What follows belongs to an exercise in optimizing a design on an open flow for small area, a short achievable clock period and few clock cycles; a production flow would make more cautious choices. At most, simulation tests tie the RTL to the original design; equivalence was not proved. Power is estimated from default activity; no workload was simulated.

==> flow/design.v (excerpt) <==
module rsu_radix (
    input  wire        clk,
    input  wire        rst,         
    input  wire        start,
    input  wire [7:0]  cmd,         
    input  wire [15:0] len,         
    input  wire [63:0] val,         
    output wire        ready,
    input  wire        in_valid,
    input  wire [7:0]  in_data,
    output wire        in_ready,
    output wire        out_valid,
    output wire [7:0]  out_data,
    input  wire        out_ready,
    output reg         done,
    output wire [2:0]  err,
    output wire [15:0] out_len,
    output reg  [63:0] res          
);
For scale: roughly 1700 cells after synthesis, about 200 I/O pins.
clock: 8.0 ns
lec_check: 0
abc_area: 1
cap_margin: 20
core_margin: 2
core_utilization: 60
place_density: 0.75
setup_slack_margin: 5.0
slew_margin: 20
standard.sh (not shown) runs the stock make flow with config.mk's settings and CLKGATE_MAP_FILE= SYNTH_SCRIPT=/design/flow/synth_recipe.tcl, a recipe that flattens the netlist after the stock synthesis.
==> flow/flow/run.sh <==
#!/bin/bash
# Standard ORFS layout (standard synthesis unchanged), with the port buffers
# made of the smallest plain buffer instead of the default choice.
set -euo pipefail
bash standard.sh BUFFER_PORTS_ARGS="-buffer_cell sky130_fd_sc_hd__buf_1" finish > orfs_flow.log 2>&1
==> next run, changes <==
--- a/flow/design.v
+++ b/flow/design.v
@@ -56,24 +56,24 @@
     reg        m_bin, m_hex, m_b64, m_dec, m_int, m_delim;
     reg [1:0]  wsel;
     reg [12:0] rem;          
     reg        t0;           
     reg        more;         
     reg [7:0]  ib;           
     reg        ib_v;
     reg [63:0] sh;           
     reg [11:0] bbuf;         
     reg [3:0]  bcnt;         
-    wire [6:0] acc = bbuf[6:0];    
-    wire [2:0] dc  = bcnt[2:0];    
     reg        first;        
     reg        sp;           
+    reg [6:0]  acc;          
+    reg [2:0]  dc;           
     reg        bad;          
     reg        eqs;          
     reg [1:0]  qc;           
     reg [15:0] outcnt;       
     reg [2:0]  err_r;
     reg        ov, sv;       
     reg [7:0]  od, sd;
     wire run   = !idle;
     wire cango = run && !sv;            
     wire enc   = !m_dec;
@@ -269,20 +269,21 @@
             m_delim <= cmd[5];
             wsel    <= cmd[7:6];
             rem     <= cmd_int_enc ? ({9'd0, 4'd1 << cmd[7:6]}) : len[12:0];
             t0      <= !cmd_int_enc && in_valid;
             more    <= cmd_int_enc || more0;
             sh      <= val;
             bbuf    <= {in_data & {8{!cmd_int_enc && in_valid}}, 4'd0};
             bcnt    <= (!cmd_int_enc && in_valid) ? 4'd8 : 4'd0;
             first   <= !(!cmd_int_enc && in_valid);
             sp      <= 1'b0;
+            dc      <= 3'd0;
             bad     <= 1'b0;
             eqs     <= 1'b0;
             qc      <= 2'd0;
             outcnt  <= 16'd0;
             ib      <= cls;
             ib_v    <= start && in_valid;
         end else begin
             more <= more_n;
             if (used)
                 rem <= rem - 13'd1;
@@ -300,37 +301,37 @@
             if (ienc && want)
                 sh <= {sh[55:0], 8'd0};
             if (m_int && m_dec && ib_v && d_byte)
                 sh <= {sh[55:0], dbyte};
             ib_v <= ib_v_n;
             if (take)
                 ib <= cls;
             if (dcons) begin
                 if (m_bin) begin
                     if (i_ok) begin
-                        bbuf[6:0] <= {acc[5:0], i_v[0]};
-                        bcnt[2:0] <= dc + 3'd1;
+                        acc <= {acc[5:0], i_v[0]};
+                        dc  <= dc + 3'd1;
                     end else if (!i_se) begin
                         bad <= 1'b1;
                     end
                 end else if (m_hex) begin
                     if (i_ok) begin
-                        bbuf[3:0] <= i_v[3:0];
-                        bcnt[2:0] <= {2'b00, ~dc[0]};
+                        acc[3:0] <= i_v[3:0];
+                        dc       <= {2'b00, ~dc[0]};
                     end else if (!i_se) begin
                         bad <= 1'b1;
                     end
                 end else begin
                     if (i_se) begin
                         eqs <= 1'b1;
                         if (qc != 2'd3) qc <= qc + 2'd1;
                     end else if (i_ok && !eqs) begin
-                        bbuf[5:0] <= i_v;
-                        bcnt[2:0] <= {1'b0, dc[1:0] + 2'd1};
+                        acc[5:0] <= i_v;
+                        dc       <= {1'b0, dc[1:0] + 2'd1};
                     end else begin
                         bad <= 1'b1;
                     end
                 end
             end
         end
     end
 endmodule
Outcome: The new run finished clean; non-clock buffer count decreases by 4; power increases by 5.4%; register-to-register slack gets better by 0.13 ns; via count decreases by 0.79%; sequential power increases by about 5%; worst hold slack hardly moves; final area stays flat; clock-buffer cell count decreases by 4; combinational power stays flat; die area is about the same; flip-flop and latch count increases by 10; first-iteration DRC count decreases by about 2.2%; wire length decreases by 4.1%; core utilization increases by 0.17 points.
Testbench counts after the change, summed over its fixed seeds: cycles 30,049.
No functional check of the RTL was part of the first run of this note.

-- afterwards: timing with drivers on the ports --
How much do the figures lean on ideal ports? The routed layouts below were timed once more, with nothing changed but the port constraints.
Step 1 (the two cells are an assumption about what drives the block):
set clk [get_ports {clk}]
set_driving_cell -lib_cell sky130_fd_sc_hd__clkbuf_16 $clk
set_driving_cell -lib_cell sky130_fd_sc_hd__buf_2 [delete_from_list [all_inputs] $clk]
Step 2 adds t to the input delays and takes it off the output delays; t is the mean of the earliest and latest rising clock arrival at the registers after step 1. Input paths then give back, and output paths get back, about the clock's delay inside the block.
Three values: ideal ports, drivers, drivers and shift; two values: the first two.
run	shift t [ns]	slack for setup (ns)	worst hold slack (ns)
the first run	0.571	5.030 / 5.044 / 4.487	0.467 / 0.467 / 0.467
the second run	0.596	5.094 / 5.046 / 4.541	0.469 / 0.469 / 0.469
After both steps every run listed still meets setup and hold. The setup slack of the second run, which loses most, moves by -0.048 ns with the drivers and by -0.553 ns with both steps.
